Background: an optimization exercise with open tools, aiming at small area. Do not read the settings as production practice. In this exercise RTL edits were held to simulation tests only and were not proved equivalent to the original. Power figures rest on the tool's default switching activity, not on a simulated workload.

==> flow/design.v (excerpt) <==
module dxl_decoder #(
    parameter TW = 32                      
) (
    input  wire          clk,
    input  wire          rst,              
    input  wire          in_valid,
    input  wire [7:0]    in_byte,
    input  wire [TW-1:0] in_t_start,
    input  wire [TW-1:0] in_t_end,
    output wire          out_valid,
    output wire [3:0]    out_kind,
    output wire [3:0]    out_cmd,
    output wire [TW-1:0] out_t_start,
    output wire [TW-1:0] out_t_end,
    output wire [1:0]    out_ptag,
    output wire [15:0]   out_int,
    output wire [7:0]    out_b0,
    output wire [7:0]    out_b1
);
For scale: ~410 cells after synthesis, about 62 flip-flops, about 180 I/O pins, ~0.0035 mm2 of cells after synthesis.
clock: 12.0 ns
lec_check: 0
cap_margin: 20
core_margin: 2
core_utilization: 40
slew_margin: 20
standard.sh (not shown) runs the stock make flow with config.mk's settings and CLKGATE_MAP_FILE= SYNTH_SCRIPT=/design/flow/synth_recipe.tcl, a recipe that flattens the netlist after the stock synthesis.
==> flow/flow/run.sh <==
#!/bin/bash
# Standard ORFS layout, with the port buffers made of the smallest buffer cell
# (buf_1) and a small clock tree without dummy loads.
set -euo pipefail
export BUFFER_PORTS_ARGS="-buffer_cell sky130_fd_sc_hd__buf_1"
export CTS_ARGS="-sink_clustering_enable -repair_clock_nets -dont_use_dummy_load -buf_list sky130_fd_sc_hd__clkbuf_16 -sink_clustering_size 64 -sink_clustering_max_diameter 500"
bash standard.sh > standard_flow.log 2>&1
Change:
--- a/flow/flow/run.sh
+++ b/flow/flow/run.sh
@@ -6 +6 @@
-export CTS_ARGS="-sink_clustering_enable -repair_clock_nets -dont_use_dummy_load -buf_list sky130_fd_sc_hd__clkbuf_16 -sink_clustering_size 64 -sink_clustering_max_diameter 500"
+export CTS_ARGS="-sink_clustering_enable -repair_clock_nets -dont_use_dummy_load -buf_list sky130_fd_sc_hd__clkbuf_4"
Outcome: The changed run completed without violations; critical path depth stays the same; power falls by about a fifth; clock power goes down by well over a third.
Change:
--- a/flow/flow/run.sh
+++ b/flow/flow/run.sh
@@ -2,2 +2,6 @@
-# Standard ORFS layout, with the port buffers made of the smallest buffer cell
-# (buf_1) and a small clock tree without dummy loads.
+# Standard ORFS layout with three changes:
+#  - synthesis maps the logic with an area-oriented ABC script (flow/abc_area.script,
+#    selected by ABC_AREA=1) instead of ORFS's; registers are mapped as usual;
+#  - port buffers use the smallest buffer cell (buf_1);
+#  - a small clock tree (clkbuf_4, no dummy loads), and power recovery after
+#    global routing, which downsizes cells with timing slack.
@@ -4,0 +9,5 @@
+here=$(pwd)
+rm -rf scripts_local
+cp -r "$FLOW_HOME/scripts" scripts_local
+cp flow/abc_area.script scripts_local/abc_area.script
+export SCRIPTS_DIR=$here/scripts_local
@@ -6,0 +16 @@
+export RECOVER_POWER=100
==> flow/flow/abc_area.script (new file) <==
strash
balance -l
resub -K 6 -l
rewrite -l
resub -K 6 -N 2 -l
refactor -l
resub -K 8 -l
balance -l
resub -K 8 -N 2 -l
rewrite -l
resub -K 10 -l
rewrite -z -l
resub -K 10 -N 2 -l
balance -l
resub -K 12 -l
refactor -z -l
resub -K 12 -N 2 -l
rewrite -z -l
balance -l
dch -f
map -a
mfs2
strash
balance -l
resub -K 6 -l
rewrite -l
resub -K 6 -N 2 -l
refactor -l
resub -K 8 -l
balance -l
resub -K 8 -N 2 -l
rewrite -l
resub -K 10 -l
rewrite -z -l
resub -K 10 -N 2 -l
balance -l
resub -K 12 -l
refactor -z -l
resub -K 12 -N 2 -l
rewrite -z -l
balance -l
dch -f
map -a
mfs2
strash
balance -l
resub -K 6 -l
rewrite -l
resub -K 6 -N 2 -l
refactor -l
resub -K 8 -l
balance -l
resub -K 8 -N 2 -l
rewrite -l
resub -K 10 -l
rewrite -z -l
resub -K 10 -N 2 -l
balance -l
resub -K 12 -l
refactor -z -l
resub -K 12 -N 2 -l
rewrite -z -l
balance -l
dch -f
map -a
Settings changed: ABC_AREA set to 1.
- power climbs by well over a third
- worst setup slack loses 0.035 ns
- sequential power rose by about a fifth
- clock-buffer cell count does not change
- area after synthesis goes down by roughly a tenth
- register-to-register slack is worse by 0.56 ns
- die area is lower by roughly a tenth

==> static timing again, ports no longer ideal <==
How much do the figures lean on ideal ports? The routed layouts below were timed once more, with nothing changed but the port constraints. Step 1: set_driving_cell puts a clkbuf_16 on clk and a buf_2 on each other input, an assumption about the parent block. Step 2 times the ports against the registers' clock, not the clock port: input delays grow and output delays shrink by t, the midpoint of the rising clock arrivals with the driver on. a / b / c = ideal ports / drivers / drivers and shift; a / b = the first two.
run | t (ns) | setup slack, ns | clock arrival spread, ns | cell pins on the clock port's net
the first run | 0.355 | 5.427 / 5.403 / 5.403 | 0.025 / 0.025 | 1
the second run | 0.411 | 5.424 / 5.401 / 5.401 | 0.046 / 0.047 | 1
the third run | 0.411 | 5.389 / 5.366 / 5.366 | 0.037 / 0.038 | 1
After both steps every run listed still meets setup and hold. The setup slack of the first run, which loses most, moves by -0.024 ns with the drivers and by -0.024 ns with both steps.
